This is an optimization exercise on Yosys and OpenROAD, whose aim is small area, not a production implementation. In this exercise RTL edits were held to simulation tests only and were not proved equivalent to the original. Power is estimated from default activity; no workload was simulated.

<file path="design/flow/design.v">
module e3w_frame;
endmodule
module e3w_classify (
    input      [15:0] magic,
    input      [15:0] modid,
    input             all_eq,
    output     [1:0]  modtype,
    output     [47:0] devname,      
    output     [2:0]  devname_len
);
    wire       men   = (magic == 16'h5346);
    wire       sflag = (modid[15:8] == 8'h53);
    wire       nflag = (modid[15:8] == 8'h7D);
    wire [7:0] nval  = modid[7:0];
    assign modtype = all_eq ? 2'd0 : men ? 2'd1 : 2'd2;
    function [3:0] add3(input [3:0] x);
        case (x)
            4'd5: add3 = 4'd8;
            4'd6: add3 = 4'd9;
            4'd7: add3 = 4'd10;
            4'd8: add3 = 4'd11;
            4'd9: add3 = 4'd12;
            default: add3 = x;
        endcase
    endfunction
    wire [3:0] a1 = add3({1'b0, nval[7:5]});
    wire [3:0] a2 = add3({a1[2:0], nval[4]});
    wire [3:0] a3 = add3({a2[2:0], nval[3]});
    wire [3:0] a4 = add3({a3[2:0], nval[2]});
    wire [3:0] a5 = add3({a4[2:0], nval[1]});
    wire [3:0] b1 = add3({1'b0, a1[3], a2[3], a3[3]});
    wire [3:0] b2 = add3({b1[2:0], a4[3]});
    wire [3:0] d0 = {a5[2:0], nval[0]};
    wire [3:0] d1 = {b2[2:0], a5[3]};
    wire [3:0] d2 = {2'b00, b1[3], b2[3]};
    wire three = (nval >= 8'd100);
    wire two   = !three && (nval >= 8'd10);
    wire one   = !three && !two;
    localparam [7:0] CH_M = "M", CH_S = "S", CH_N = "N";
    wire [7:0] c_h = {4'h3, d2};
    wire [7:0] c_t = {4'h3, d1};
    wire [7:0] c_o = {4'h3, d0};
    wire [7:0] c_n = nflag ? CH_N : 8'h00;
    wire [7:0] dg1 = three ? c_h : two ? c_t : c_o;    
    wire [7:0] dg2 = three ? c_t : two ? c_o : c_n;    
    wire [7:0] dg3 = three ? c_o : two ? c_n : 8'h00;
    wire [7:0] dg4 = three ? c_n : 8'h00;
    wire [7:0] n1 = sflag ? CH_S : dg1;
    wire [7:0] n2 = sflag ? dg1  : dg2;
    wire [7:0] n3 = sflag ? dg2  : dg3;
    wire [7:0] n4 = sflag ? dg3  : dg4;
    assign devname = men ? {8'h00, n4, n3, n2, n1, CH_M} : 48'd0;
    wire       sn = sflag | nflag;
    reg  [2:0] len;
    always @* begin
        case ({three, two, sn})
            3'b100:  len = 3'd4;
            3'b101:  len = 3'd5;
            3'b010:  len = 3'd3;
            3'b011:  len = 3'd4;
            3'b001:  len = 3'd3;
            default: len = 3'd2;
        endcase
    end
    assign devname_len = men ? len : 3'd0;
endmodule
module eeprom3w (
    input             clk,
    input             rst,
    input             start,
    input      [2:0]  cmd,
    input      [3:0]  idx,
    input      [15:0] wdata,
    input             wbuf_we,
    input      [3:0]  wbuf_addr,
    input      [15:0] wbuf_wdata,
    input      [3:0]  rbuf_addr,
    output reg        busy,
    output reg [2:0]  status,
    output reg [15:0] rdata,
    output     [15:0] rbuf_rdata,
    output     [1:0]  modtype,
    output     [31:0] devid,
    output     [31:0] devrev,
    output     [47:0] devname,
    output     [2:0]  devname_len,
    output reg        ev_valid,
    output reg [1:0]  ev_kind,
    output reg [15:0] ev_wdata,
    input             ev_ready,
    input      [15:0] ev_rdata
);
    localparam C_READ = 3'd0, C_ERASE = 3'd1, C_WRITE = 3'd2, C_ETW = 3'd3,
               C_READALL = 3'd4, C_WRITEALL = 3'd5, C_DECODE = 3'd6;
    localparam R_OK = 3'd0, R_TIMEOUT = 3'd1, R_VERIFY = 3'd2,
               R_ERASEFAIL = 3'd3, R_FAILED = 3'd4;
    localparam F_RD   = 3'd0,   
               F_EWEN = 3'd1,   
               F_ER   = 3'd2,   
               F_WWEN = 3'd3,   
               F_WR   = 3'd4,   
               F_POLL = 3'd5,   
               F_WDS  = 3'd6;   
    localparam E_IDLE  = 4'd0,
               E_SEL0  = 4'd1,   
               E_SEL1  = 4'd2,   
               E_SELD  = 4'd3,   
               E_CBLO  = 4'd4,   
               E_CBD0  = 4'd5,   
               E_CBHI  = 4'd6,   
               E_CBD1  = 4'd7,   
               E_CBR   = 4'd8,   
               E_PDLY  = 4'd9,   
               E_DESEL = 4'd10,  
               E_FILL  = 4'd11;  
    localparam [13:0] POLL_LAST = 14'd10006;  
    reg [255:0] wbuf;
    reg [255:0] rbuf;
    reg [63:0]  idw;         
    reg [2:0]  c_cmd;
    reg [3:0]  cur_idx;
    reg [15:0] cur_word;
    reg [2:0]  frame;
    reg        ewr;          
    reg [3:0]  st;
    reg [13:0] cnt;          
    reg        phi;          
    reg        tout;
    reg        mism;
    reg        alleq;
    assign devid  = idw[63:32];
    assign devrev = idw[31:0];
    e3w_classify u_class (
        .magic       (idw[63:48]),
        .modid       (idw[47:32]),
        .all_eq      (alleq),
        .modtype     (modtype),
        .devname     (devname),
        .devname_len (devname_len)
    );
    integer i;
    reg [15:0] rsel;
    always @* begin
        rsel = 16'd0;
        for (i = 0; i < 16; i = i + 1)
            if (rbuf_addr == i) rsel = rbuf[16*i +: 16];
    end
    assign rbuf_rdata = rsel;
    wire [3:0] bpos = ~cnt[3:0];
    wire wb_bit = wbuf[{cur_idx, bpos}];
    wire cw_bit = cur_word[bpos];
    wire w_bit  = (c_cmd == C_WRITEALL) ? wb_bit : cw_bit;
    reg [7:0] opcode;
    always @* begin
        case (frame)
            F_RD:           opcode = {4'h8, cur_idx};
            F_ER:           opcode = {4'hC, cur_idx};
            F_WR:           opcode = {4'h4, cur_idx};
            F_EWEN, F_WWEN: opcode = 8'h30;
            default:        opcode = 8'h00;
        endcase
    end
    reg dbit;
    always @* begin
        if (frame == F_POLL)   dbit = 1'b0;
        else if (!cnt[4])      dbit = cnt[3] ? opcode[~cnt[2:0]] : 1'b1;
        else if (frame == F_WR) dbit = w_bit;
        else                   dbit = 1'b0;
    end
    reg lastbit;
    always @* begin
        case (frame)
            F_RD, F_WR: lastbit = (cnt[4:0] == 5'd31);
            F_EWEN:     lastbit = (cnt[4:0] == 5'd19);
            default:    lastbit = (cnt[4:0] == 5'd15);
        endcase
    end
    always @* begin
        ev_valid = busy;
        ev_kind  = 2'd0;
        ev_wdata = 16'h0000;
        case (st)
            E_SEL1:  ev_wdata[2] = 1'b1;
            E_CBLO:  ev_wdata[2:0] = {2'b10, dbit};
            E_CBHI:  ev_wdata[2:0] = {2'b11, dbit};
            E_SELD, E_CBD0, E_CBD1, E_PDLY: ev_kind = 2'd1;
            E_CBR:   ev_kind = 2'd2;
            E_FILL:  ev_valid = 1'b0;
            default: ;
        endcase
    end
    wire fire = ev_valid && ev_ready;
    wire b    = ev_rdata[0];
    wire sample  = fire && (st == E_CBR);
    wire pay_in  = sample && frame == F_RD && cnt[4];
    wire filling = (st == E_DESEL || st == E_FILL) && alleq && frame == F_RD &&
                   c_cmd == C_DECODE && cur_idx == 4'd8 && cnt[6:0] != 7'd96;
    wire fill_last = cnt[6:0] == 7'd95;
    always @(posedge clk) begin
        if (!busy && wbuf_we)
            for (i = 0; i < 16; i = i + 1)
                if (wbuf_addr == i) wbuf[16*i +: 16] <= wbuf_wdata;
        if (pay_in && c_cmd == C_READ)
            rdata <= {rdata[14:0], b};
        if (pay_in && c_cmd == C_READALL)
            for (i = 0; i < 16; i = i + 1)
                if (cur_idx == i) rbuf[16*i +: 16] <= {rbuf[16*i +: 15], b};
        if ((pay_in && c_cmd == C_DECODE) || filling)
            idw <= {idw[62:0], b | filling};
        if (busy && !rst && pay_in && c_cmd == C_DECODE) begin
            if (cur_idx == 4'd0) alleq <= 1'b1;
            else if (b != idw[15]) alleq <= 1'b0;
        end
    end
    task finish(input [2:0] code);
        begin
            status <= code;
            busy   <= 1'b0;
            st     <= E_IDLE;
        end
    endtask
    task next_frame(input [2:0] f);
        begin
            frame <= f;
            st    <= E_SEL0;
            cnt   <= 14'd7;
            phi   <= 1'b0;
        end
    endtask
    task frame_end;
        begin
            case (frame)
                F_RD: begin
                    if (c_cmd == C_READ) finish(R_OK);
                    else if (c_cmd == C_READALL) begin
                        if (cur_idx == 4'd15) finish(R_OK);
                        else begin cur_idx <= cur_idx + 4'd1; next_frame(F_RD); end
                    end else if (c_cmd == C_DECODE) begin
                        if (cur_idx == 4'd8) begin
                            if (alleq) st <= E_FILL;
                            else finish(R_OK);
                        end else begin
                            cur_idx <= (cur_idx == 4'd2) ? 4'd8 : cur_idx + 4'd1;
                            next_frame(F_RD);
                        end
                    end else begin  
                        if (c_cmd != C_WRITEALL) finish(mism ? R_VERIFY : R_OK);
                        else if (mism) finish(R_FAILED);
                        else if (cur_idx == 4'd15) finish(R_OK);
                        else begin
                            cur_idx <= cur_idx + 4'd1;
                            ewr     <= 1'b0;
                            next_frame(F_EWEN);
                        end
                    end
                end
                F_EWEN: next_frame(F_ER);
                F_ER:   next_frame(F_POLL);
                F_WWEN: next_frame(F_WR);
                F_WR:   next_frame(F_POLL);
                F_POLL: next_frame(F_WDS);
                default: begin  
                    if (!ewr) begin
                        if (c_cmd == C_ERASE) finish(tout ? R_TIMEOUT : R_OK);
                        else if (tout) finish(c_cmd == C_ETW ? R_ERASEFAIL : R_FAILED);
                        else begin ewr <= 1'b1; next_frame(F_WWEN); end
                    end else begin
                        if (tout) finish(c_cmd == C_WRITEALL ? R_FAILED : R_TIMEOUT);
                        else next_frame(F_RD);
                    end
                end
            endcase
        end
    endtask
    always @(posedge clk) begin
        if (rst) begin
            busy <= 1'b0;
            st   <= E_IDLE;
        end else if (!busy) begin
            if (start && cmd != 3'd7) begin
                busy     <= 1'b1;
                c_cmd    <= cmd;
                cur_word <= wdata;
                tout     <= 1'b0;
                mism     <= 1'b0;
                ewr      <= (cmd == C_WRITE);
                cur_idx  <= cmd[2] ? 4'd0 : idx;
                case (cmd)
                    C_ERASE, C_ETW, C_WRITEALL: next_frame(F_EWEN);
                    C_WRITE:                    next_frame(F_WWEN);
                    default:                    next_frame(F_RD);
                endcase
            end
        end else begin
            case (st)
                E_SEL0: if (fire) st <= E_SEL1;
                E_SEL1: if (fire) st <= E_SELD;
                E_SELD: if (fire) st <= E_CBLO;
                E_CBLO: if (fire) st <= E_CBD0;
                E_CBD0: if (fire) st <= E_CBHI;
                E_CBHI: if (fire) st <= E_CBD1;
                E_CBD1: if (fire) st <= E_CBR;
                E_CBR: if (fire) begin
                    if (frame == F_POLL) begin
                        if (!phi) begin
                            if (!b) begin
                                phi <= 1'b1;
                                cnt <= 14'd7;
                                st  <= E_CBLO;
                            end else st <= E_PDLY;
                        end else begin
                            if (b) frame_end;
                            else st <= E_PDLY;
                        end
                    end else begin
                        if (cnt[4] && frame == F_RD && (c_cmd == C_WRITE || c_cmd == C_ETW ||
                             c_cmd == C_WRITEALL) && b != w_bit)
                            mism <= 1'b1;
                        cnt <= cnt + 14'd1;
                        st  <= lastbit ? E_DESEL : E_CBLO;
                    end
                end
                E_PDLY: if (fire) begin
                    cnt <= cnt + 14'd1;
                    st  <= E_CBLO;
                    if (cnt == POLL_LAST) begin
                        tout <= 1'b1;
                        if (!phi) begin
                            phi <= 1'b1;
                            cnt <= 14'd7;
                        end else frame_end;
                    end
                end
                E_DESEL: begin
                    if (filling) cnt <= cnt + 14'd1;
                    if (fire) frame_end;
                end
                E_FILL: begin
                    cnt <= cnt + 14'd1;
                    if (fill_last || !filling) finish(R_OK);
                end
                default: st <= E_IDLE;
            endcase
        end
    end
endmodule
</file>
<file path="design/flow/run.sh">
#!/bin/bash
# synth_recipe.tcl (not shown) runs the flow's synth.tcl, then flattens the netlist and writes it again
# the make line also repeats each setting of config.mk as NAME=value (left out here)
make -C /OpenROAD-flow-scripts/flow DESIGN_CONFIG=/design/flow/config.mk WORK_HOME=/design/flow/orfs CLKGATE_MAP_FILE= SYNTH_SCRIPT=/design/flow/synth_recipe.tcl finish
</file>
<file path="design/flow/config.mk">
export PLATFORM = sky130hd
export DESIGN_NAME = eeprom3w
export DESIGN_NICKNAME = eeprom3w
export VERILOG_FILES = /design/flow/design.v
export SDC_FILE = /design/flow/constraint.sdc
export NUM_CORES = 4
export LEC_CHECK = 0
export CAP_MARGIN = 20
export CORE_MARGIN = 2
export CORE_UTILIZATION = 40
export SLEW_MARGIN = 20
</file>
<file path="design/flow/constraint.sdc">
create_clock -name core_clock -period 10.0 [get_ports {clk}]
set_input_delay 2.0000 -clock core_clock [delete_from_list [all_inputs] [get_ports {clk}]]
set_output_delay 2.0000 -clock core_clock [all_outputs]
set_load 0.01 [all_outputs]
</file>
==> results of run 1 <==
-- kinds of logic after synthesis --
family	count (synthesis)	synth area share
other	1	0.0001340
adders and majority gates	8	0.003576
buffers and inverters	175	0.03254
AOI/OAI and AO/OA	404	0.09663
muxes	145	0.08930
xor gates and xnor gates	11	0.003442
DFF	645	0.6901
and+or+nand+nor	476	0.08425
-- layer usage --
metal | share of wire | global-route usage | up-vias
li1 | - | - | 7684
met1 | 0.46 | 0.2864 | 8803
met2 | 0.44 | 0.2813 | 684
met3 | 0.073 | 0.03553 | 114
met4 | 0.020 | 0.04595 | 2
met5 | 0.00022 | 0 | -
-- layout by cell type, fill, tap and decap left out, drive strengths merged, types with 9 or more instances in the layout --
cell type | synthesis | layout
a221oi | 9 | 9
nand3b | 20 | 20
or3 | 9 | 9
o21bai | 9 | 9
nor3 | 33 | 33
nand2 | 104 | 104
a21oi | 84 | 84
clkbuf | 62 | 85
mux2i | 57 | 57
a211oi | 10 | 10
o211ai | 10 | 10
buf | 86 | 42
o221ai | 14 | 14
o21ai | 90 | 90
a22o | 16 | 16
mux4 | 81 | 81
clkdlybuf4s50 | 0 | 193
a21o | 12 | 12
xnor2 | 9 | 9
nand2b | 22 | 22
nand3 | 42 | 42
inv | 25 | 30
conb | 1 | 29
nor2 | 150 | 150
a22oi | 20 | 20
o22ai | 22 | 22
nand4 | 10 | 10
a31oi | 20 | 20
and3 | 11 | 11
edfxtp | 640 | 640
nor2b | 19 | 19
o21a | 12 | 12
and2 | 15 | 15
clkinv | 2 | 29
o22a | 18 | 18
-- cell type report --
| class | instances | area [sq um] | area share |
|---|---|---|---|
| flip-flops and latches | 645 | 19320 | 0.5859 |
| multi-input cells | 1073 | 7995 | 0.2425 |
| repair buffers | 235 | 2245 | 0.06808 |
| clock buffers | 85 | 1829 | 0.05548 |
| well taps | 931 | 1165 | 0.03533 |
| clock inverters | 39 | 317.8 | 0.009639 |
| inverters | 27 | 101.3 | 0.003074 |
-- worst max-delay path: cells and delay by family --
kind,cells,cell delay (ps)
AOI/OAI and AO/OA,7,1410
buffers and inverters,3,1440
and+or+nand+nor,1,640
-- report_power, final --
part           internal (W)  leakage, nW  total [W]  switching [W]
combinational      0.000130         3.86   0.000338       0.000208
sequential          0.00298         5.76    0.00299      0.0000184
clock               0.00141         1.05    0.00247        0.00106
-- per-stage QoR --
| step | area [sq um] | util | hold slack, ps | setup WS (ps) | std cells |
|---|---|---|---|---|---|
| floorplan | 28100 | - | 416.6 | 3968 | 1893 |
| global placement | 30780 | 0.4464 | 424.9 | 2116 | 2911 |
| detailed placement | 30780 | 0.4465 | 427.9 | 2510 | 2911 |
| CTS | 32930 | 0.4776 | 434.2 | 2507 | 3035 |
| global route | 32970 | 0.4782 | 449.9 | 2170 | 3035 |
| finish | 32970 | 0.4782 | 437.1 | 2493 | 3035 |
-- final timing paths --
kind,start,end,slack [ps],depth (start not counted)
hold reg to reg,rbuf[235],rbuf[236],440,0
setup / recovery,rbuf_addr[2],rbuf_rdata[3],2490,11
hold / removal,rbuf[235],rbuf[236],440,0
setup reg to reg,cnt[1],mism,5960,9
-- registers in the layout (all words and copies together) (netlist names), 3 cells and up --
| signal | cells |
|---|---|
| rbuf | 256 |
| cnt | 14 |
| status | 3 |
| cur_word | 16 |
| wbuf | 256 |
| rdata | 16 |
| frame | 3 |
| idw | 64 |
| cur_idx | 4 |
| c_cmd | 3 |
| st | 4 |
==> impl_metrics.json, run 1 <==
{
  "clk_pin_slew_ps": 60,
  "cts_setup_buffers": 0,
  "outcome": "complete, no violations",
  "ant_nets": 0,
  "syn-cell-area_sq_um": 27990,
  "cp-start-kind": "input pin",
  "irDropWorstVdd_mv": 0.1688,
  "min_period_over_period": 0.7507,
  "clock-sinks": 645,
  "start_util": 0.4060,
  "post_cts_resized": 0,
  "slowest_stage": "nand2b_1",
  "dieHeight_microns": 268.5,
  "routabilityCongestion": 0.8894,
  "dr.pass1.iters": 5,
  "cap_viol_max_count": 0,
  "power.density_nw_per_um2": 175.9,
  "drt-initial-drc-count": 2063,
  "cts_tree": "done",
  "ys_ff_latch": 645,
  "finalSetupViolations": 0,
  "wl_mm": 68.96,
  "area_growth_pct": 17.78,
  "max_freq_mhz": 133.2,
  "syn_area_per_cell_sq_um": 15.01,
  "final.setup.tns_ps": 0,
  "worst_pin_slew_ps": 1109,
  "cts_buffer_depth": 3,
  "grt_first_pass_wirelength_mm": 103.6,
  "seq_area_frac_synth": 0.6901,
  "crit_chain": "clkdlybuf4s50_1, buf_4, nand2b_1, o22a_1, o22a_1, o22ai_1, o21a_1, o221ai_1, o21ai_0, a22o_1, clkdlybuf4s50_1",
  "power_w": 0.005800,
  "ys_top_cells_by_area": "edfxtp_1 (69%), mux4_2 (6.0%), mux2i_1 (2.0%)",
  "p_leak_nw": 10.67,
  "yosysTopAreaCell": "edfxtp_1",
  "critPathKind": "in -> out",
  "ctsHoldBuffers": 0,
  "rsz0062_at_grt": "no",
  "drive_above_1_share": 0.1240,
  "synth_top_area_share": 0.6865,
  "die_area_sq_um": 72110,
  "grt-ovfl-total": 0,
  "htree_num_levels": 3,
  "nFillCells": 6000,
  "clock_latency_ps": 610,
  "synth_cells": 1865,
  "clock_tree.root_cell": "clkbuf_16",
  "dr_total_vias": 17290,
  "io_pins": 240,
  "cts_inserted_buffers": 71,
  "finClkSkew_ps": 23.22,
  "holdCritPathClass": "reg -> reg",
  "synth.distinct_cells": 84,
  "ys_warn_count": 2,
  "avgRoutedWirePerCell_microns": 22.72,
  "cpPeakStageDelay_ps": 640,
  "grt_usage": 0.1890,
  "synth_edf_count": 640,
  "end_kind": "primary output",
  "min_period_ps": 7507,
  "core_sq_um": 68950,
  "critPathRequiredTime_ps": 8000,
  "final_nets": 2129,
  "place_hpwl_mm": 43.47,
  "remaining_drc_errors": 0,
  "cp_data_arrival_time_ps": 5510,
  "slew_headroom": 0.2584,
  "grt_max_degree": 81,
  "antennaDiodeCount": 0,
  "synth_commonest_cells": "edfxtp_1 (640), nor2_1 (150), nand2_1 (104)",
  "hold_viol_final": 0,
  "synthMostInstantiatedCell": "edfxtp_1",
  "via_per_inst": 5.696,
  "port_buffers": 195,
  "first_global_vias": 16640,
  "synthArstFlopShare": 0,
  "worstPathMaxFanout": 37,
  "antenna_found_initial": 1,
  "chipWidth_microns": 268.5,
  "finalMaxSlewViolations": 0,
  "synth_ff_type": "edfxtp_1",
  "rows": 96
}
==> inputs of run 2 (changes only) <==
--- a/design/flow/design.v
+++ b/design/flow/design.v
@@ -116,5 +116,8 @@
     localparam [13:0] POLL_LAST = 14'd10006;  
     reg [255:0] wbuf;
-    reg [255:0] rbuf;
+    reg [255:0] rbuf;        
+    reg [3:0]   rph;         
+    reg         pend;        
+    reg         pbit;
     reg [63:0]  idw;         
     reg [2:0]  c_cmd;
@@ -141,14 +144,23 @@
     integer i;
     reg [15:0] rsel;
+    wire [3:0]  rslot = rbuf_addr - rph;
+    wire [15:0] rdec = 16'd1 << rslot;
     always @* begin
         rsel = 16'd0;
         for (i = 0; i < 16; i = i + 1)
-            if (rbuf_addr == i) rsel = rbuf[16*i +: 16];
+            rsel = rsel | ({16{rdec[i]}} & rbuf[16*i +: 16]);
     end
     assign rbuf_rdata = rsel;
     wire [3:0] bpos = ~cnt[3:0];
-    wire wb_bit = wbuf[{cur_idx, bpos}];
-    wire cw_bit = cur_word[bpos];
-    wire w_bit  = (c_cmd == C_WRITEALL) ? wb_bit : cw_bit;
+    wire        wall = (c_cmd == C_WRITEALL);
+    wire [15:0] wdec = wall ? (16'd1 << cur_idx) : 16'd0;
+    wire [15:0] bdec = 16'd1 << bpos;
+    reg  [15:0] wsel;
+    always @* begin
+        wsel = wall ? 16'd0 : cur_word;
+        for (i = 0; i < 16; i = i + 1)
+            wsel = wsel | ({16{wdec[i]}} & wbuf[16*i +: 16]);
+    end
+    wire w_bit = |(wsel & bdec);
     reg [7:0] opcode;
     always @* begin
@@ -177,5 +189,5 @@
     end
     always @* begin
-        ev_valid = busy;
+        ev_valid = busy && !pend;
         ev_kind  = 2'd0;
         ev_wdata = 16'h0000;
@@ -196,4 +208,5 @@
     wire filling = (st == E_DESEL || st == E_FILL) && alleq && frame == F_RD &&
                    c_cmd == C_DECODE && cur_idx == 4'd8 && cnt[6:0] != 7'd96;
+    wire ins = pend && (rph == cur_idx);
     wire fill_last = cnt[6:0] == 7'd95;
     always @(posedge clk) begin
@@ -203,7 +216,7 @@
         if (pay_in && c_cmd == C_READ)
             rdata <= {rdata[14:0], b};
+        rbuf <= {ins ? {rbuf[14:0], pbit} : rbuf[15:0], rbuf[255:16]};
         if (pay_in && c_cmd == C_READALL)
-            for (i = 0; i < 16; i = i + 1)
-                if (cur_idx == i) rbuf[16*i +: 16] <= {rbuf[16*i +: 15], b};
+            pbit <= b;
         if ((pay_in && c_cmd == C_DECODE) || filling)
             idw <= {idw[62:0], b | filling};
@@ -275,4 +288,12 @@
     always @(posedge clk) begin
         if (rst) begin
+            rph <= 4'd0;
+            pend <= 1'b0;
+        end else begin
+            rph <= rph + 4'd1;
+            if (pay_in && c_cmd == C_READALL) pend <= 1'b1;
+            else if (ins) pend <= 1'b0;
+        end
+        if (rst) begin
             busy <= 1'b0;
             st   <= E_IDLE;
--- a/design/flow/config.mk
+++ b/design/flow/config.mk
@@ -8,4 +8,5 @@
 export CAP_MARGIN = 20
 export CORE_MARGIN = 2
-export CORE_UTILIZATION = 40
+export CORE_UTILIZATION = 60
+export PLACE_DENSITY = 0.7
 export SLEW_MARGIN = 20
==> run 2 against run 1 <==
  * Still clean
  * Worst setup slack worse by 320 ps
  * Wire length down 5.7%
  * Register-to-register slack worse by 290 ps
  * Count of clock-buffer cells in the layout is 9 higher
  * Highest routed layer is now met4
==> impl_metrics.json, run 2 <==
{
  "outcome": "complete, no violations",
  "mostFrequentLayoutCells": "edfxtp_1 (385), dfxtp_1 (266), clkdlybuf4s50_1 (195)",
  "synth_cells": 1849,
  "irDropWorstVdd_mv": 0.1634,
  "grt_max_degree": 65,
  "ys_top_cells_by_area": "edfxtp_1 (47%), dfxtp_1 (22%), a22oi_1 (4.0%)",
  "chipWidth_microns": 205.8,
  "finalMaxSlewViolations": 0,
  "grt_usage": 0.3075,
  "finalCoreUtilization": 0.7216,
  "first_global_vias": 16100,
  "synthArstFlopShare": 0,
  "max_freq_mhz": 127.7,
  "critPathTopFamily": "simple AND/OR/NAND/NOR gates",
  "clock_tree.root_cell": "clkbuf_16",
  "yosysTopAreaCell": "edfxtp_1",
  "via_per_inst": 6.414,
  "critical_path.most_common_cell": "clkdlybuf4s50_1",
  "worstPathMaxFanout": 16,
  "cts_setup_buffers": 0,
  "synth.distinct_cells": 83,
  "min_period_over_period": 0.7831,
  "die_area_sq_um": 42360,
  "crit_buf_inv": 3,
  "crit_chain": "clkdlybuf4s50_1, inv_1, ha_1, fa_1, nand2b_1, nor2_2, a22o_1, a221oi_1, nand4_1, clkdlybuf4s50_1",
  "cap_viol_max_count": 0,
  "grt-ovfl-total": 0,
  "holdCritPathClass": "reg -> reg",
  "dr.pass1.iters": 6,
  "ctsHoldBuffers": 0,
  "worst_pin_slew_ps": 1123,
  "ant_nets": 0,
  "reg_top3": "rbuf: 256 flops, wbuf: 256 flops, idw: 64 flops",
  "seq_area_frac_synth": 0.6910,
  "power.density_nw_per_um2": 189.2,
  "cts_buffer_depth": 3,
  "synthMostInstantiatedCell": "edfxtp_1",
  "antenna_found_initial": 1,
  "finalSetupViolations": 0,
  "synth_edf_count": 385,
  "finClkSkew_ps": 25.99,
  "grt_first_pass_wirelength_mm": 97.47,
  "worst_hold_slack_ps": 341.3,
  "wl_mm": 65.02,
  "ys_ff_latch": 651,
  "seq_area_sq_um": 16890,
  "io_pins": 240,
  "critPathKind": "in -> out",
  "min_period_ps": 7831,
  "p_leak_nw": 10.07,
  "routabilityCongestion": 0.9144,
  "cp-start-kind": "input pin",
  "slew_headroom": 0.2504,
  "cts_inserted_buffers": 66,
  "final.setup.tns_ps": 0,
  "drive_above_1_share": 0.09087,
  "final_nets": 2125,
  "multi_input_area_sq_um": 7019,
  "cts_tree": "done",
  "remaining_drc_errors": 0,
  "clock-sinks": 651,
  "syn-cell-area_sq_um": 24440,
  "end_kind": "primary output",
  "clk_pin_slew_ps": 60,
  "core_sq_um": 40010,
  "synth_commonest_cells": "edfxtp_1 (385), dfxtp_1 (266), a22oi_1 (130)",
  "clock_latency_ps": 590,
  "dieHeight_microns": 205.8,
  "area_growth_pct": 18.14,
  "post_cts_resized": 0,
  "synth_ff_type": "edfxtp_1",
  "slowest_stage": "nor2_2",
  "htree_num_levels": 3,
  "dr_total_vias": 16790,
  "port_buffers": 195,
  "rows": 73,
  "start_util": 0.6108,
  "place_hpwl_mm": 40.24,
  "rsz0062_at_grt": "no",
  "cp_data_arrival_time_ps": 5830,
  "worstSetupStartpoint": "rbuf_addr[0]",
  "avgRoutedWirePerCell_microns": 24.85,
  "timing.rr.start": "cur_idx[0]",
  "nFillCells": 2730,
  "ys_warn_count": 2,
  "synth_top_area_share": 0.4731,
  "hold_path.startpoint": "rbuf[80]",
  "hold_viol_final": 0,
  "drt-initial-drc-count": 1717,
  "syn_area_per_cell_sq_um": 13.22,
  "layout_commonest_cell": "edfxtp_1",
  "critPathRequiredTime_ps": 8000,
  "cpPeakStageDelay_ps": 910
}
run 2: area by class of cell:
class,count,share of cell area
clock buffers,94,0.06310
multi-input cells,1066,0.2431
flip-flops and latches,651,0.5849
clock inverters,26,0.006978
repair buffers,224,0.07515
well taps,525,0.02275
diodes,1,0.00008668
inverters,30,0.003900
run 2: cells by family after synthesis:
family                   after synthesis  synth area share
AO/OA/AOI/OAI                        458            0.1366
XOR/XNOR                              23          0.008243
other                                  1         0.0001535
multiplexers                          45           0.02043
flip-flops                           651            0.6910
adder cells (fa/ha/maj)               18          0.009523
buffers and inverters                160           0.03108
AND/OR/NAND/NOR                      493            0.1030
run 2: metrics by stage:
step | worst slack (ps) | total power [W] | instance area [sq um] | instances
final | 2169 | 0.005461 | 28870 | 2617
after global routing | 1999 | 0.005608 | 28870 | 2617
after CTS | 2171 | 0.005478 | 28860 | 2616
after detailed placement | 2192 | 0.003193 | 26840 | 2496
after global placement | 2245 | 0.003188 | 26840 | 2496
after floorplan | 2509 | 0.003076 | 24540 | 1877
run 2: report_power, final:
group	internal, W	switching, W	leakage (nW)	total [W]
Clock	0.00131	0.00101	0.993	0.00232
Combinational	0.0000758	0.000185	3.45	0.000261
Sequential	0.00286	0.0000244	5.63	0.00288
Total	0.00424	0.00122	10.1	0.00546
run 2: final timing paths:
path	slack (ps)	endpoint	cells after the start
worst max-delay path	2170	rbuf_rdata[0]	10
worst min-delay path	340	rbuf[64]	0
worst max register to register	5670	mism	11
worst min register to register	340	rbuf[64]	0
run 2: metal layers:
layer | routed length (microns) | GRT usage | part of all wire
met5 | 0 | 0 | 0
met4 | 2775 | 0.1421 | 0.043
met3 | 5575 | 0.04815 | 0.086
met2 | 31050 | 0.4964 | 0.48
met1 | 25620 | 0.4125 | 0.39
==> inputs of run 3 (changes only) <==
==> design/flow/flow/run.sh (new file) <==
#!/bin/bash
# Layout flow: the standard flow (standard.sh) with two changes:
#  - port buffers are sky130_fd_sc_hd__buf_1 (every input and output port
#    still gets its own buffer);
#  - clock tree synthesis uses clkbuf_8 sinks in small clusters and no
#    dummy loads.
# Every tool's output goes to standard.log in the work folder.
set -euo pipefail
export BUFFER_PORTS_ARGS="-buffer_cell sky130_fd_sc_hd__buf_1"
export CTS_ARGS="-sink_clustering_enable -repair_clock_nets -dont_use_dummy_load -buf_list sky130_fd_sc_hd__clkbuf_8 -sink_clustering_size 12 -sink_clustering_max_diameter 60"
bash standard.sh > standard.log 2>&1
==> design/flow/standard.sh (new file) <==
#!/bin/bash
# synth_recipe.tcl (not shown) runs the flow's synth.tcl, then flattens the netlist and writes it again
# the make line also repeats each setting of config.mk as NAME=value (left out here)
make -C /OpenROAD-flow-scripts/flow DESIGN_CONFIG=/design/flow/config.mk WORK_HOME=/design/flow/orfs CLKGATE_MAP_FILE= SYNTH_SCRIPT=/design/flow/synth_recipe.tcl "${@:-finish}"
removed: design/flow/run.sh
==> run 3 against run 2 <==
  * Power decreased by 17%
  * Clock skew is 33 ps higher
  * Core utilization down 5.7 points
  * Synthesized cell count unchanged
  * Non-clock buffer count is 9 higher
  * Sequential share of layout area rose by 5.1 points
  * Largest power group unchanged
==> impl_metrics.json, run 3 <==
{
  "synth_commonest_cells": "edfxtp_1 (385), dfxtp_1 (266), a22oi_1 (130)",
  "cap_viol_max_count": 0,
  "synthArstFlopShare": 0,
  "yosysTopAreaCell": "edfxtp_1",
  "p_leak_nw": 9.093,
  "reg2reg_slack_ps": 5600,
  "syn_area_per_cell_sq_um": 13.22,
  "dr_total_vias": 16610,
  "grt_first_pass_wirelength_mm": 95.55,
  "crit_chain": "inv_1, ha_1, and3b_1, and2_1, a221oi_1, and3_1, nand4_1, a2111oi_0, o211ai_1, a21oi_1, o31ai_1, buf_1",
  "rsz0062_at_grt": "no",
  "min_period_over_period": 0.7038,
  "grt_max_degree": 65,
  "cts_tree": "done",
  "remaining_drc_errors": 0,
  "chipWidth_microns": 205.8,
  "slowest_stage": "edfxtp_1",
  "first_global_vias": 16080,
  "ys_top_cells_by_area": "edfxtp_1 (47%), dfxtp_1 (22%), a22oi_1 (4.0%)",
  "core_sq_um": 40010,
  "worst_pin_slew_ps": 1109,
  "finalMaxSlewViolations": 0,
  "clock_tree.root_cell": "clkbuf_8",
  "cts_setup_buffers": 0,
  "synth_top_area_share": 0.4731,
  "crit_cells": 12,
  "htree_num_levels": 3,
  "holdCritPathClass": "reg -> reg",
  "antennaDiodeCount": 0,
  "ctsHoldBuffers": 0,
  "synth.distinct_cells": 83,
  "ys_warn_count": 2,
  "hold_viol_final": 0,
  "end_kind": "primary output",
  "dr.pass1.iters": 7,
  "max_freq_mhz": 142.1,
  "port_buffers": 195,
  "hold_path.startpoint": "rbuf[103]",
  "finalSetupViolations": 0,
  "critPathKind": "reg -> out",
  "area_growth_pct": 8.735,
  "drive_above_1_share": 0.08113,
  "antenna_found_initial": 0,
  "timing.rr.start": "cur_idx[0]",
  "die_area_sq_um": 42360,
  "reg_top3": "rbuf: 256 flops, wbuf: 256 flops, idw: 64 flops",
  "finalNonFillerCells": 2571,
  "worst_hold_slack_ps": 333.8,
  "reg2reg_depth": 11,
  "grt-ovfl-total": 0,
  "syn-cell-area_sq_um": 24440,
  "cp-start-kind": "flip-flop",
  "irDropWorstVdd_mv": 0.1584,
  "clock-sinks": 651,
  "clock_latency_ps": 620,
  "synth_cells": 1849,
  "power.density_nw_per_um2": 170.7,
  "dieHeight_microns": 205.8,
  "post_cts_resized": 0,
  "synth_ff_type": "edfxtp_1",
  "crit_buf_inv": 2,
  "outcome": "complete, no violations",
  "grt_usage": 0.3027,
  "r2r_end": "mism",
  "mostFrequentLayoutCells": "edfxtp_1 (385), dfxtp_1 (266), buf_1 (195)",
  "cts_buffer_depth": 3,
  "worstHoldPathCells": 0,
  "finalCoreUtilization": 0.6642,
  "final_nets": 2134,
  "seq_area_frac_synth": 0.6910,
  "critPathRequiredTime_ps": 8000,
  "io_pins": 240,
  "start_util": 0.6108,
  "synth_edf_count": 385,
  "slew_headroom": 0.2596,
  "ys_ff_latch": 651,
  "drt-initial-drc-count": 1788,
  "layout_commonest_cell": "edfxtp_1",
  "finClkSkew_ps": 58.70,
  "hold_path_end": "rbuf[87]",
  "cp_data_arrival_time_ps": 5040,
  "wl_mm": 63.74,
  "min_period_ps": 7038,
  "ant_nets": 0,
  "dp.cells": 2505,
  "place_hpwl_mm": 40.23,
  "avgRoutedWirePerCell_microns": 24.79,
  "clk_pin_slew_ps": 80,
  "rows": 73,
  "final.setup.tns_ps": 0,
  "critPathTopFamily": "compound AO/OA/AOI/OAI gates",
  "worstPathMaxFanout": 15,
  "routabilityCongestion": 0.9115,
  "via_per_inst": 6.461,
  "cpPeakStageDelay_ps": 610,
  "cts_inserted_buffers": 66,
  "synthMostInstantiatedCell": "edfxtp_1"
}
run 3: layout make-up:
class                      instances  area [sq um]
sequential                       651         16890
fill                            2999         13430
multi-input combinational       1066          6990
timing repair buffer             233          1017
clock buffer                      66         908.4
tap                              525         656.9
inverter                          30         112.6
run 3: how the worst max path moves through the flow:
stage,startpoint,end,slack [ps]
6_report,cur_idx[0],ev_wdata[0],2960
5_1_grt,cur_idx[0],ev_wdata[0],2790
4_1_cts,cur_idx[0],ev_wdata[0],3020
3_5_place_dp,rbuf_addr[0],rbuf_rdata[14],3050
3_3_place_gp,rbuf_addr[0],rbuf_rdata[10],3120
2_1_floorplan,ev_ready,idw[0],2510
run 3: worst reg2reg max path: stages (launching register included):
cell and delay, ps:
edfxtp_1 610, inv_1 170, ha_1 520, and3b_1 410, and2_1 420, a221oi_1 380
and3_1 200, nand4_1 140, a2111oi_0 550, o211ai_1 370, a21o_1 270, nand3_1 70
run 3: kinds of logic (layout without fill, tap and decap cells):
logic type	after synthesis	count (layout)	share of synthesized area
compound gates	458	458	0.1366
xor+xnor	23	23	0.008243
other cells	1	29	0.0001535
mux	45	45	0.02043
flops	651	651	0.6910
buf+inv	160	329	0.03108
fa+ha+maj	18	18	0.009523
simple gates	493	493	0.1030
run 3: where the power goes:
part | leakage [nW] | internal (W) | switching (W) | total [W]
combinational | 2.99 | 0.0000643 | 0.000183 | 0.000247
sequential | 5.63 | 0.00285 | 0.0000239 | 0.00288
clock | 0.475 | 0.000590 | 0.000823 | 0.00141
total | 9.09 | 0.00351 | 0.00103 | 0.00454
run 3: stage by stage:
| step | total power [W] | setup slack [ps] | cell area [sq um] |
|---|---|---|---|
| detailed placement | 0.003180 | 3049 | 25660 |
| floorplan | 0.003076 | 2509 | 24540 |
| CTS | 0.004557 | 3020 | 26570 |
| global route | 0.004670 | 2788 | 26570 |
| finish | 0.004537 | 2962 | 26570 |
| global placement | 0.003174 | 3123 | 25660 |
run 3: per-layer routing:
| metal | vias up | track usage | wire length (microns) |
|---|---|---|---|
| li1 | 7407 | - | - |
| met1 | 8171 | 0.3989 | 25290 |
| met2 | 856 | 0.4912 | 30510 |
| met3 | 178 | 0.05131 | 5213 |
| met4 | 0 | 0.1454 | 2728 |
| met5 | - | 0 | 0 |
==> inputs of run 4 (changes only) <==
--- a/design/flow/design.v
+++ b/design/flow/design.v
@@ -116,6 +116,7 @@
     localparam [13:0] POLL_LAST = 14'd10006;  
     reg [255:0] wbuf;
-    reg [255:0] rbuf;        
+    reg [255:0] rbuf;
     reg [3:0]   rph;         
+    reg         rinit;       
     reg         pend;        
     reg         pbit;
@@ -129,6 +130,5 @@
     reg [13:0] cnt;          
     reg        phi;          
-    reg        tout;
-    reg        mism;
+    reg        fl;           
     reg        alleq;
     assign devid  = idw[63:32];
@@ -153,14 +153,6 @@
     assign rbuf_rdata = rsel;
     wire [3:0] bpos = ~cnt[3:0];
-    wire        wall = (c_cmd == C_WRITEALL);
-    wire [15:0] wdec = wall ? (16'd1 << cur_idx) : 16'd0;
     wire [15:0] bdec = 16'd1 << bpos;
-    reg  [15:0] wsel;
-    always @* begin
-        wsel = wall ? 16'd0 : cur_word;
-        for (i = 0; i < 16; i = i + 1)
-            wsel = wsel | ({16{wdec[i]}} & wbuf[16*i +: 16]);
-    end
-    wire w_bit = |(wsel & bdec);
+    wire w_bit = |(cur_word & bdec);
     reg [7:0] opcode;
     always @* begin
@@ -208,10 +200,11 @@
     wire filling = (st == E_DESEL || st == E_FILL) && alleq && frame == F_RD &&
                    c_cmd == C_DECODE && cur_idx == 4'd8 && cnt[6:0] != 7'd96;
+    wire [3:0] wslot = wbuf_addr - rph - 4'd1;
     wire ins = pend && (rph == cur_idx);
     wire fill_last = cnt[6:0] == 7'd95;
     always @(posedge clk) begin
-        if (!busy && wbuf_we)
-            for (i = 0; i < 16; i = i + 1)
-                if (wbuf_addr == i) wbuf[16*i +: 16] <= wbuf_wdata;
+        for (i = 0; i < 16; i = i + 1)
+            wbuf[16*i +: 16] <= (!busy && wbuf_we && wslot == i) ? wbuf_wdata
+                                                                  : wbuf[16*((i+1)%16) +: 16];
         if (pay_in && c_cmd == C_READ)
             rdata <= {rdata[14:0], b};
@@ -258,6 +251,6 @@
                         end
                     end else begin  
-                        if (c_cmd != C_WRITEALL) finish(mism ? R_VERIFY : R_OK);
-                        else if (mism) finish(R_FAILED);
+                        if (c_cmd != C_WRITEALL) finish(fl ? R_VERIFY : R_OK);
+                        else if (fl) finish(R_FAILED);
                         else if (cur_idx == 4'd15) finish(R_OK);
                         else begin
@@ -275,9 +268,9 @@
                 default: begin  
                     if (!ewr) begin
-                        if (c_cmd == C_ERASE) finish(tout ? R_TIMEOUT : R_OK);
-                        else if (tout) finish(c_cmd == C_ETW ? R_ERASEFAIL : R_FAILED);
+                        if (c_cmd == C_ERASE) finish(fl ? R_TIMEOUT : R_OK);
+                        else if (fl) finish(c_cmd == C_ETW ? R_ERASEFAIL : R_FAILED);
                         else begin ewr <= 1'b1; next_frame(F_WWEN); end
                     end else begin
-                        if (tout) finish(c_cmd == C_WRITEALL ? R_FAILED : R_TIMEOUT);
+                        if (fl) finish(c_cmd == C_WRITEALL ? R_FAILED : R_TIMEOUT);
                         else next_frame(F_RD);
                     end
@@ -287,9 +280,10 @@
     endtask
     always @(posedge clk) begin
+        if (!rst || rinit) rph <= rph + 4'd1;
+        else               rph <= 4'd0;
+        if (rst) rinit <= 1'b1;
         if (rst) begin
-            rph <= 4'd0;
             pend <= 1'b0;
         end else begin
-            rph <= rph + 4'd1;
             if (pay_in && c_cmd == C_READALL) pend <= 1'b1;
             else if (ins) pend <= 1'b0;
@@ -303,6 +297,5 @@
                 c_cmd    <= cmd;
                 cur_word <= wdata;
-                tout     <= 1'b0;
-                mism     <= 1'b0;
+                fl       <= 1'b0;
                 ewr      <= (cmd == C_WRITE);
                 cur_idx  <= cmd[2] ? 4'd0 : idx;
@@ -314,4 +307,6 @@
             end
         end else begin
+            if (c_cmd == C_WRITEALL && !ewr && rph == cur_idx)
+                cur_word <= wbuf[15:0];
             case (st)
                 E_SEL0: if (fire) st <= E_SEL1;
@@ -337,5 +332,5 @@
                         if (cnt[4] && frame == F_RD && (c_cmd == C_WRITE || c_cmd == C_ETW ||
                              c_cmd == C_WRITEALL) && b != w_bit)
-                            mism <= 1'b1;
+                            fl <= 1'b1;
                         cnt <= cnt + 14'd1;
                         st  <= lastbit ? E_DESEL : E_CBLO;
@@ -346,5 +341,5 @@
                     st  <= E_CBLO;
                     if (cnt == POLL_LAST) begin
-                        tout <= 1'b1;
+                        fl <= 1'b1;
                         if (!phi) begin
                             phi <= 1'b1;
==> run 4 against run 3 <==
  * Worst setup slack lost 480 ps
  * Cell count up 6.4%
  * Combinational power is 89% higher
  * Synthesized area about the same
  * Non-clock buffer count decreased by 14
  * Critical path type is now in -> out
  * Critical endpoint is now rbuf_rdata[13]
  * Largest cell class unchanged
==> impl_metrics.json, run 4 <==
{
  "ys_warn_count": 2,
  "outcome": "complete, no violations",
  "dp.cells": 2676,
  "final.setup.tns_ps": 0,
  "end_kind": "primary output",
  "place_hpwl_mm": 37.10,
  "ys_top_cells_by_area": "dfxtp_1 (43%), edfxtp_1 (16%), mux2_2 (14%)",
  "timing.rr.start": "busy",
  "holdCritPathClass": "reg -> reg",
  "synthMostInstantiatedCell": "dfxtp_1",
  "max_freq_mhz": 133.1,
  "power.density_nw_per_um2": 186.0,
  "htree_num_levels": 2,
  "cp_data_arrival_time_ps": 5510,
  "clock_tree.root_cell": "clkbuf_8",
  "rows": 73,
  "dr_total_vias": 16170,
  "cts_buffer_depth": 3,
  "mostFrequentLayoutCells": "dfxtp_1 (521), mux2_2 (301), buf_1 (195)",
  "clock-sinks": 650,
  "p_leak_nw": 9.728,
  "antenna_found_initial": 1,
  "grt_usage": 0.2590,
  "die_area_sq_um": 42340,
  "min_period_ps": 7515,
  "area_growth_pct": 7.202,
  "finalCoreUtilization": 0.6561,
  "syn-cell-area_sq_um": 24430,
  "chipWidth_microns": 205.8,
  "cts_inserted_buffers": 60,
  "remaining_drc_errors": 0,
  "final_nets": 2300,
  "finalSetupViolations": 0,
  "rsz0062_at_grt": "no",
  "via_per_inst": 5.910,
  "reg2reg_slack_ps": 6460,
  "synth_edf_count": 128,
  "port_buffers": 195,
  "critPathRequiredTime_ps": 8000,
  "nFillCells": 3162,
  "grt_first_pass_wirelength_mm": 86.15,
  "cts_tree": "done",
  "ant_nets": 0,
  "reg_top3": "rbuf: 256 flops, wbuf: 256 flops, idw: 64 flops",
  "seq_area_frac_synth": 0.5852,
  "antennaDiodeCount": 0,
  "post_dp_cell_area_sq_um": 25360,
  "synth_cells": 2063,
  "clk_pin_slew_ps": 80,
  "cp-start-kind": "input pin",
  "slew_headroom": 0.3369,
  "critPathKind": "in -> out",
  "ys_ff_latch": 650,
  "wl_mm": 55.88,
  "cts_setup_buffers": 0,
  "finClkSkew_ps": 68.79,
  "irDropWorstVdd_mv": 0.1507,
  "worstSetupStartpoint": "rbuf_addr[0]",
  "grt_max_degree": 65,
  "synth_commonest_cells": "dfxtp_1 (522), mux2_2 (301), nand2_1 (143)",
  "core_sq_um": 39910,
  "avgRoutedWirePerCell_microns": 20.42,
  "post_cts_resized": 0,
  "finalInstanceArea_sq_um": 26190,
  "synth.distinct_cells": 91,
  "ctsHoldBuffers": 0,
  "drive_above_1_share": 0.1967,
  "clock_latency_ps": 670,
  "min_period_over_period": 0.7515,
  "synth_ff_type": "dfxtp_1",
  "synthArstFlopShare": 0,
  "dieHeight_microns": 205.8,
  "hold_viol_final": 0,
  "start_util": 0.6120,
  "yosysTopAreaCell": "dfxtp_1",
  "finalNonFillerCells": 2736,
  "worstPathMaxFanout": 49,
  "finalMaxSlewViolations": 0,
  "worst_pin_slew_ps": 992.2,
  "dr.pass1.iters": 5,
  "routabilityCongestion": 0.9142,
  "first_global_vias": 15470,
  "r2r_end": "status[2]",
  "layout_commonest_cell": "dfxtp_1",
  "synth_top_area_share": 0.4278,
  "syn_area_per_cell_sq_um": 11.84,
  "io_pins": 240,
  "reg2reg_depth": 7,
  "power_w": 0.004872,
  "endpoint": "rbuf_rdata[13]",
  "cap_viol_max_count": 0,
  "drt-initial-drc-count": 1078,
  "grt-ovfl-total": 0
}
[run 4: cell types whose count changed after synthesis, sizes merged, moves of 12 or more]
cell / before / now
o21ai: 60 / 73
mux2: 29 / 301
nand2: 127 / 144
a22oi: 130 / 21
dfxtp: 266 / 522
a221oi: 45 / 16
edfxtp: 385 / 128
nand4: 28 / 14
nor2: 111 / 99
and3: 28 / 16
a22o: 42 / 8
a21oi: 60 / 91
buf: 53 / 88
[run 4: per-layer routing]
| layer | global-route usage | part of all wire |
|---|---|---|
| met1 | 0.3507 | 0.45 |
| met2 | 0.4246 | 0.47 |
| met3 | 0.03833 | 0.053 |
| met4 | 0.09260 | 0.029 |
| met5 | 0 | 0 |
[run 4: critical path, cell delays in order]
cell and delay [ps]:
buf_1 70, inv_1 40, ha_2 180, fa_4 1190, buf_4 490, mux2_2 390
a32o_1 260, a2111oi_0 340, a21oi_1 70, a211o_1 290, buf_1 150
[run 4: logic make-up (layout without fill, tap and decap cells)]
kind of cell	Yosys count	after routing	share of synthesized area
AO/OA/AOI/OAI	362	362	0.1004
XOR/XNOR	28	28	0.01004
adder cells (fa/ha/maj)	19	19	0.01035
buffers and inverters	199	319	0.03872
flip-flops	650	650	0.5852
multiplexers	336	336	0.1577
other	1	29	0.0001535
AND/OR/NAND/NOR	468	468	0.09742
[run 4: worst min-delay path by stage]
| stage | start | to | slack (ps) | cells after the start |
|---|---|---|---|---|
| floorplan | rbuf[127] | rbuf[111] | 320 | 0 |
| global placement | rbuf[65] | rbuf[49] | 320 | 0 |
| detailed placement | rbuf[25] | rbuf[9] | 330 | 0 |
| CTS | rbuf[130] | rbuf[114] | 300 | 0 |
| global route | rbuf[130] | rbuf[114] | 300 | 0 |
| finish | rbuf[130] | rbuf[114] | 290 | 0 |
[run 4: where the power goes]
group	total [W]	internal, W	switching (W)	leakage (nW)
Combinational	0.000466	0.000263	0.000202	3.89
Sequential	0.00307	0.00297	0.0000973	5.40
Clock	0.00134	0.000532	0.000809	0.431
[run 4: metrics by stage]
stage / setup slack, ps / hold WS, ps
after floorplan: 3634 / 323.1
after global placement: 2514 / 324.1
after detailed placement: 2521 / 330.9
after CTS: 2511 / 296.7
after global routing: 2309 / 305.0
final: 2485 / 290.8
[run 4: final cells by class]
cell class                      count  area [sq um]  share of cell area
Tap cell                          525         656.9             0.02508
Sequential cell                   650         14300              0.5459
Clock buffer                       60         825.8             0.03154
Inverter                           40         150.1            0.005734
Timing Repair Buffer              219         912.1             0.03483
Multi-Input combinational cell   1242          9346              0.3569
==> inputs of run 5 (changes only) <==
--- a/design/flow/design.v
+++ b/design/flow/design.v
@@ -205,6 +205,6 @@
     always @(posedge clk) begin
         for (i = 0; i < 16; i = i + 1)
-            wbuf[16*i +: 16] <= (!busy && wbuf_we && wslot == i) ? wbuf_wdata
-                                                                  : wbuf[16*((i+1)%16) +: 16];
+            wbuf[16*i +: 16] <= (!busy && wbuf_we && wslot == i) ? wbuf_wdata ^ {16{i[0]}}
+                                                                  : ~wbuf[16*((i+1)%16) +: 16];
         if (pay_in && c_cmd == C_READ)
             rdata <= {rdata[14:0], b};
--- a/design/flow/flow/run.sh
+++ b/design/flow/flow/run.sh
@@ -8,4 +8,4 @@
 set -euo pipefail
 export BUFFER_PORTS_ARGS="-buffer_cell sky130_fd_sc_hd__buf_1"
-export CTS_ARGS="-sink_clustering_enable -repair_clock_nets -dont_use_dummy_load -buf_list sky130_fd_sc_hd__clkbuf_8 -sink_clustering_size 12 -sink_clustering_max_diameter 60"
+export CTS_ARGS="-sink_clustering_enable -repair_clock_nets -dont_use_dummy_load -buf_list sky130_fd_sc_hd__clkbuf_8 -sink_clustering_size 14 -sink_clustering_max_diameter 60"
 bash standard.sh > standard.log 2>&1
--- a/design/flow/config.mk
+++ b/design/flow/config.mk
@@ -8,5 +8,5 @@
 export CAP_MARGIN = 20
 export CORE_MARGIN = 2
-export CORE_UTILIZATION = 60
-export PLACE_DENSITY = 0.7
+export CORE_UTILIZATION = 75
+export PLACE_DENSITY = 0.85
 export SLEW_MARGIN = 20
==> run 5 against run 4 <==
  * Register-to-register slack got worse by 260 ps
  * Sequential share of layout area increased by 2.0 points
  * Wire length decreased by 1.3%
  * Highest routed layer unchanged
  * Via count increased by 3.7%
  * Critical endpoint is now rbuf_rdata[8]
  * Sequential power increased by 1%
  * Synthesized area decreased by 2.3%
==> impl_metrics.json, run 5 <==
{
  "outcome": "complete, no violations",
  "drive_above_1_share": 0.07879,
  "nFillCells": 2002,
  "via_per_inst": 6.264,
  "cap_viol_max_count": 0,
  "ys_warn_count": 2,
  "finalCoreUtilization": 0.8029,
  "synth_top_area_share": 0.4377,
  "clk_pin_slew_ps": 90,
  "grt_usage": 0.3257,
  "critical_path.most_common_cell": "buf_1",
  "synthArstFlopShare": 0,
  "use_met1": 0.4302,
  "power_frac_seq": 0.656,
  "grt_first_pass_wirelength_mm": 86.33,
  "yosys.area_share.xor_xnor": 0.01048,
  "dr.pass1.iters": 6,
  "reg2reg_slack_ps": 6200,
  "area_growth_pct": 5.849,
  "ant_nets": 0,
  "p_int_w": 0.003631,
  "worst_hold_slack_ps": 320.4,
  "die_area_sq_um": 33270,
  "routabilityCongestion": 0.9567,
  "antenna_found_initial": 2,
  "holdCritPathClass": "reg -> reg",
  "start_util": 0.7585,
  "final_nets": 2361,
  "final.setup.tns_ps": 0,
  "ctsHoldBuffers": 0,
  "cts_tree": "done",
  "synthMostInstantiatedCell": "dfxtp_1",
  "r2r_end": "idw[33]",
  "clock-sinks": 650,
  "pre_cts_slack_ps": 2516,
  "grt_max_degree": 65,
  "worstSetupStartpoint": "rbuf_addr[0]",
  "rows": 65,
  "remaining_drc_errors": 0,
  "synth.distinct_cells": 103,
  "power.switching_w": 0.001108,
  "critPathKind": "in -> out",
  "ys_top_cells_by_area": "dfxtp_1 (44%), edfxtp_1 (16%), mux2i_1 (6.5%)",
  "p_leak_nw": 9.684,
  "synth_ff_type": "dfxtp_1",
  "min_period_over_period": 0.7597,
  "synthAdderAreaFrac": 0.01059,
  "wl_mm": 55.15,
  "p_sw_frac": 0.2338,
  "first_global_vias": 16230,
  "io_pins": 240,
  "yosys.area_share.simple": 0.1137,
  "slew_headroom": 0.2297,
  "met3_usage": 0.04710,
  "cp_data_arrival_time_ps": 5600,
  "finalMaxSlewViolations": 0,
  "reg_top3": "rbuf: 256 flops, wbuf: 256 flops, idw: 64 flops",
  "slowest_stage": "nor2_1",
  "synth_top_family_by_area": "compound AO/OA/AOI/OAI gates",
  "grt-ovfl-total": 0,
  "synth_edf_count": 128,
  "p_comb_frac": 0.079,
  "gr-usage-met2": 0.5489,
  "cp-start-kind": "input pin",
  "min_period_ps": 7597,
  "cts_buffer_depth": 3,
  "seq_area_frac_synth": 0.5987,
  "dieHeight_microns": 182.4,
  "timing.final.ws_setup_ps": 2403,
  "cts_inserted_buffers": 54,
  "place_hpwl_mm": 36.20,
  "layout_commonest_cell": "dfxtp_1",
  "timing.rr.start": "busy",
  "synth_compound_area_frac": 0.1287,
  "dr_total_vias": 16760,
  "ys_ff_latch": 650,
  "rsz0062_at_grt": "no",
  "reg2reg_depth": 7,
  "core_sq_um": 31470,
  "synth_cells": 2153,
  "chipWidth_microns": 182.4,
  "power.density_nw_per_um2": 187.5,
  "worstPathMaxFanout": 18,
  "port_buffers": 195,
  "endpoint": "rbuf_rdata[8]",
  "synthMuxAreaShare": 0.09282,
  "cpPeakStageDelay_ps": 920,
  "syn_area_per_cell_sq_um": 11.09,
  "mostFrequentLayoutCells": "dfxtp_1 (521), nor2_1 (215), buf_1 (195)",
  "max_freq_mhz": 131.6,
  "irDropWorstVdd_mv": 0.1682,
  "yosysTopAreaCell": "dfxtp_1",
  "htree_num_levels": 2,
  "grt-busiest-layer": "met2",
  "clock_latency_ps": 650,
  "clock_tree.root_cell": "clkbuf_8",
  "syn-cell-area_sq_um": 23870,
  "synth_commonest_cells": "dfxtp_1 (522), nor2_1 (216), a21oi_1 (190)",
  "worst_pin_slew_ps": 1151,
  "cts_setup_buffers": 0,
  "end_kind": "primary output",
  "critPathRequiredTime_ps": 8000,
  "drt-initial-drc-count": 1637,
  "avgRoutedWirePerCell_microns": 20.61,
  "finalSetupViolations": 0,
  "pwr-share-clk": 0.265,
  "hold_viol_final": 0,
  "finClkSkew_ps": 61.88,
  "post_cts_resized": 0,
  "crit_chain": "buf_1, inv_1, ha_1, fa_2, buf_4, or2_2, nor2_1, a22oi_1, a21oi_1, a211oi_1, o211ai_1, buf_1"
}
==> run 5: cell types whose count changed after synthesis, sizes merged, moves of 12 or more <==
cell    change
a21oi     +102
clkbuf     +13
mux2      -254
mux2i     +129
nand3      -12
nor2      +122
==> run 5: critical path: cells and delay by family <==
| family | cells | cell delay [ps] |
|---|---|---|
| adders and majority gates | 2 | 870 |
| and+or+nand+nor | 2 | 1360 |
| buffers and inverters | 4 | 610 |
| AOI/OAI and AO/OA | 4 | 740 |
==> run 5: cell families after synthesis <==
logic type / Yosys count
XOR/XNOR: 26
multiplexers: 208
AND/OR/NAND/NOR: 558
buffers and inverters: 216
flip-flops: 650
adder cells (fa/ha/maj): 19
AO/OA/AOI/OAI: 475
other: 1
==> run 5: metal layers <==
layer | wire length (microns) | up-vias
li1 | - | 7814
met1 | 22460 | 8126
met2 | 27170 | 699
met3 | 3726 | 123
met4 | 1796 | 0
met5 | 0 | -
==> run 5: cell type report <==
cell class | count | area (sq um) | area share
tap | 402 | 503.0 | 0.01990
inverter | 37 | 138.9 | 0.005496
multi-input combinational | 1315 | 8687 | 0.3438
sequential | 650 | 14300 | 0.5657
antenna | 2 | 5.005 | 0.0001981
clock buffer | 54 | 743.2 | 0.02941
timing repair buffer | 216 | 897.1 | 0.03550
==> run 5: worst min-delay path by stage <==
stage	startpoint	to	slack, ps	cells past startpoint
3_3_place_gp	rbuf[247]	rbuf[231]	330	0
4_1_cts	rbuf[131]	rbuf[115]	320	0
6_report	rbuf[103]	rbuf[87]	320	0
3_5_place_dp	rbuf[247]	rbuf[231]	330	0
5_1_grt	rbuf[173]	rbuf[157]	350	0
2_1_floorplan	rbuf[215]	rbuf[199]	320	0
==> run 5: power groups by stage <==
stage	clock network [W]	logic, W	registers, W
2_1_floorplan	0	0.000297	0.00311
6_report	0.00125	0.000376	0.00311
3_5_place_dp	0	0.000370	0.00316
3_3_place_gp	0	0.000356	0.00316
4_1_cts	0.00127	0.000376	0.00311
5_1_grt	0.00136	0.000418	0.00313
==> run 5: metrics by stage <==
| step | power, W | instances | area, sq um |
|---|---|---|---|
| final | 0.004739 | 2676 | 25270 |
| after global routing | 0.004912 | 2676 | 25270 |
| after CTS | 0.004750 | 2674 | 25250 |
| after detailed placement | 0.003533 | 2620 | 24510 |
| after global placement | 0.003512 | 2619 | 24500 |
| after floorplan | 0.003407 | 2181 | 23980 |
==> inputs of run 6 (changes only) <==
--- a/design/flow/design.v
+++ b/design/flow/design.v
@@ -76,5 +76,5 @@
     input      [15:0] wbuf_wdata,
     input      [3:0]  rbuf_addr,
-    output reg        busy,
+    output            busy,
     output reg [2:0]  status,
     output reg [15:0] rdata,
@@ -114,5 +114,11 @@
                E_DESEL = 4'd10,  
                E_FILL  = 4'd11;  
-    localparam [13:0] POLL_LAST = 14'd10006;  
+    localparam [13:0] CNT0      = {9'd1, 5'd7};
+    localparam [13:0] POLL_LAST = {9'd471, 5'd22};   
+    localparam [13:0] FILL_LAST = {9'd4, 5'd31};     
+    localparam [13:0] FILL_END  = {9'd8, 5'd0};      
+    function [13:0] cnt_inc(input [13:0] c);
+        cnt_inc = {(&c[4:0]) ? {c[12:5], c[13] ^ c[9]} : c[13:5], c[4:0] + 5'd1};
+    endfunction
     reg [255:0] wbuf;
     reg [255:0] rbuf;
@@ -128,4 +134,5 @@
     reg        ewr;          
     reg [3:0]  st;
+    assign busy = (st != E_IDLE);
     reg [13:0] cnt;          
     reg        phi;          
@@ -199,8 +206,8 @@
     wire pay_in  = sample && frame == F_RD && cnt[4];
     wire filling = (st == E_DESEL || st == E_FILL) && alleq && frame == F_RD &&
-                   c_cmd == C_DECODE && cur_idx == 4'd8 && cnt[6:0] != 7'd96;
+                   c_cmd == C_DECODE && cur_idx == 4'd8 && cnt != FILL_END;
     wire [3:0] wslot = wbuf_addr - rph - 4'd1;
     wire ins = pend && (rph == cur_idx);
-    wire fill_last = cnt[6:0] == 7'd95;
+    wire fill_last = cnt == FILL_LAST;
     always @(posedge clk) begin
         for (i = 0; i < 16; i = i + 1)
@@ -222,5 +229,4 @@
         begin
             status <= code;
-            busy   <= 1'b0;
             st     <= E_IDLE;
         end
@@ -230,5 +236,5 @@
             frame <= f;
             st    <= E_SEL0;
-            cnt   <= 14'd7;
+            cnt   <= CNT0;
             phi   <= 1'b0;
         end
@@ -290,9 +296,7 @@
         end
         if (rst) begin
-            busy <= 1'b0;
             st   <= E_IDLE;
         end else if (!busy) begin
             if (start && cmd != 3'd7) begin
-                busy     <= 1'b1;
                 c_cmd    <= cmd;
                 cur_word <= wdata;
@@ -322,5 +326,5 @@
                             if (!b) begin
                                 phi <= 1'b1;
-                                cnt <= 14'd7;
+                                cnt <= CNT0;
                                 st  <= E_CBLO;
                             end else st <= E_PDLY;
@@ -333,10 +337,10 @@
                              c_cmd == C_WRITEALL) && b != w_bit)
                             fl <= 1'b1;
-                        cnt <= cnt + 14'd1;
+                        cnt <= cnt_inc(cnt);
                         st  <= lastbit ? E_DESEL : E_CBLO;
                     end
                 end
                 E_PDLY: if (fire) begin
-                    cnt <= cnt + 14'd1;
+                    cnt <= cnt_inc(cnt);
                     st  <= E_CBLO;
                     if (cnt == POLL_LAST) begin
@@ -344,14 +348,14 @@
                         if (!phi) begin
                             phi <= 1'b1;
-                            cnt <= 14'd7;
+                            cnt <= CNT0;
                         end else frame_end;
                     end
                 end
                 E_DESEL: begin
-                    if (filling) cnt <= cnt + 14'd1;
+                    if (filling) cnt <= cnt_inc(cnt);
                     if (fire) frame_end;
                 end
                 E_FILL: begin
-                    cnt <= cnt + 14'd1;
+                    cnt <= cnt_inc(cnt);
                     if (fill_last || !filling) finish(R_OK);
                 end
==> design/flow/flow/run.sh (replaced) <==
#!/bin/bash
# Layout flow: the standard flow (standard.sh) with two changes:
#  - port buffers are sky130_fd_sc_hd__buf_1 (every input and output port
#    still gets its own buffer);
#  - clock tree synthesis uses clkbuf_4 sinks in small clusters and no
#    dummy loads.
# Every tool's output goes to standard.log in the work folder.
set -euo pipefail
export BUFFER_PORTS_ARGS="-buffer_cell sky130_fd_sc_hd__buf_1"
export CTS_ARGS="-sink_clustering_enable -repair_clock_nets -dont_use_dummy_load -buf_list sky130_fd_sc_hd__clkbuf_4 -sink_clustering_size 8 -sink_clustering_max_diameter 40"
bash standard.sh > standard.log 2>&1
==> run 6 against run 5 <==
  * Count of clock-buffer cells in the layout increased by 39
  * Global-route usage increased by 0.44 points
  * Wire length decreased by 1.2%
  * Register-to-register slack improved by 120 ps
  * Critical path depth unchanged
  * Synthesized area decreased by 2.4%
==> impl_metrics.json, run 6 <==
{
  "outcome": "complete, no violations",
  "synth_ff_type": "dfxtp_1",
  "worstHoldPathCells": 0,
  "power.density_nw_per_um2": 227.3,
  "layout_commonest_cell": "dfxtp_1",
  "reg2reg_depth": 6,
  "crit_buf_inv": 4,
  "worst_pin_slew_ps": 1117,
  "r2r_end": "cnt[2]",
  "core_sq_um": 30590,
  "first_global_vias": 16640,
  "synth_edf_count": 128,
  "cts_tree": "done",
  "die_area_sq_um": 32490,
  "final.setup.tns_ps": 0,
  "clock_latency_ps": 780,
  "rows": 64,
  "yosysTopAreaCell": "dfxtp_1",
  "max_freq_mhz": 133.4,
  "post_dp_cell_area_sq_um": 23990,
  "power_frac_seq": 0.620,
  "grt_first_pass_wirelength_mm": 86.44,
  "via_per_inst": 6.242,
  "io_pins": 240,
  "cp-start-kind": "input pin",
  "ant_nets": 0,
  "finalCoreUtilization": 0.8076,
  "crit_chain": "buf_1, inv_1, ha_1, fa_1, xor2_2, buf_4, nor2_1, a221oi_1, a21oi_1, a31o_2, or4_1, buf_1",
  "syn_area_per_cell_sq_um": 10.90,
  "reg2reg_slack_ps": 6320,
  "hold_viol_final": 0,
  "critPathTopFamily": "XOR/XNOR gates",
  "synth.distinct_cells": 94,
  "irDropWorstVdd_mv": 0.2121,
  "area_growth_pct": 6.025,
  "cpPeakStageDelay_ps": 760,
  "p_leak_nw": 9.142,
  "worstPathMaxFanout": 17,
  "place_hpwl_mm": 35.66,
  "critPathKind": "in -> out",
  "end_kind": "primary output",
  "finalInstanceArea_sq_um": 24700,
  "critical_path.most_common_cell": "buf_1",
  "min_period_ps": 7496,
  "port_buffers": 195,
  "routabilityCongestion": 0.9212,
  "rsz0062_at_grt": "no",
  "remaining_drc_errors": 0,
  "cts_buffer_depth": 3,
  "clock-sinks": 649,
  "seq_area_frac_synth": 0.6126,
  "ys_ff_latch": 649,
  "mostFrequentLayoutCells": "dfxtp_1 (521), nor2_1 (220), a21oi_1 (206)",
  "final_nets": 2389,
  "post_cts_resized": 0,
  "cts_inserted_buffers": 93,
  "grt-ovfl-total": 0,
  "grt_max_degree": 65,
  "pwr-share-clk": 0.218,
  "synthMostInstantiatedCell": "dfxtp_1",
  "reg_top3": "rbuf: 256 flops, wbuf: 256 flops, idw: 64 flops",
  "avgRoutedWirePerCell_microns": 20.19,
  "synth_commonest_cells": "dfxtp_1 (521), nor2_1 (221), a21oi_1 (206)",
  "synthArstFlopShare": 0,
  "grt_usage": 0.3301,
  "dr.pass1.iters": 6,
  "dr_total_vias": 16840,
  "slowest_stage": "xor2_2",
  "ys_warn_count": 2,
  "chipWidth_microns": 180.3,
  "synth_cells": 2138
}
run 6: cell families after synthesis:
kind of cell / Yosys count / share of synthesized area
flops: 649 / 0.6126
compound gates: 452 / 0.1256
fa+ha+maj: 20 / 0.01139
other cells: 1 / 0.0001610
mux: 165 / 0.07346
buf+inv: 218 / 0.04575
xor+xnor: 27 / 0.01015
simple gates: 606 / 0.1209
run 6: how the worst max path moves through the flow:
stage,end,slack [ps],depth (start not counted)
detailed placement,rbuf_rdata[9],2560,12
CTS,rbuf_rdata[9],2560,12
global placement,rbuf_rdata[9],2650,12
global route,rbuf_rdata[9],2370,12
finish,rbuf_rdata[9],2500,12
floorplan,idw[0],2570,3
run 6: power by group through the flow:
stage / clock, W / combinational (W) / sequential [W]
2_1_floorplan: 0 / 0.000752 / 0.00339
3_3_place_gp: 0 / 0.000852 / 0.00352
3_5_place_dp: 0 / 0.000895 / 0.00352
4_1_cts: 0.00124 / 0.000902 / 0.00347
5_1_grt: 0.00134 / 0.00102 / 0.00352
6_report: 0.00122 / 0.000911 / 0.00348
run 6: final cells by class:
type / instances / area, sq um / area share
Timing Repair Buffer: 225 / 977.2 / 0.03956
Clock buffer: 93 / 698.2 / 0.02826
Antenna cell: 3 / 7.507 / 0.0003039
Tap cell: 396 / 495.5 / 0.02006
Inverter: 33 / 123.9 / 0.005014
Sequential cell: 649 / 14270 / 0.5778
Multi-Input combinational cell: 1299 / 8127 / 0.3290
run 6: worst reg2reg max path, cell delays in order, from the launching register on:
cell and delay (ps):
dfxtp_1 790, nor4_4 110, buf_4 290, inv_1 700
a21oi_1 170, a211oi_1 510, and3_1 710
run 6: metal layers:
metal  global-route usage  part of all wire  vias up
li1                     -                 -     7804
met1               0.4439              0.42     8068
met2               0.5351              0.48      839
met3              0.06083             0.080      129
met4               0.1313             0.028        0
met5                    0                 0        -
run 6: through the flow:
| step | setup WS [ps] | total power, W | instances | hold slack (ps) |
|---|---|---|---|---|
| floorplan | 2571 | 0.004147 | 2166 | 323.1 |
| CTS | 2559 | 0.005615 | 2695 | 281.1 |
| global placement | 2652 | 0.004367 | 2601 | 327.3 |
| global route | 2370 | 0.005886 | 2698 | 284.8 |
| detailed placement | 2563 | 0.004419 | 2602 | 332.9 |
| finish | 2504 | 0.005615 | 2698 | 266.3 |

Setup slack of run 6, layout unchanged: 2.504 ns with ideal ports, 2.478 ns with driving cells assumed (clock clkbuf_16, inputs buf_2), 2.478 ns with port delays also shifted by the 0.787 ns mid clock arrival.
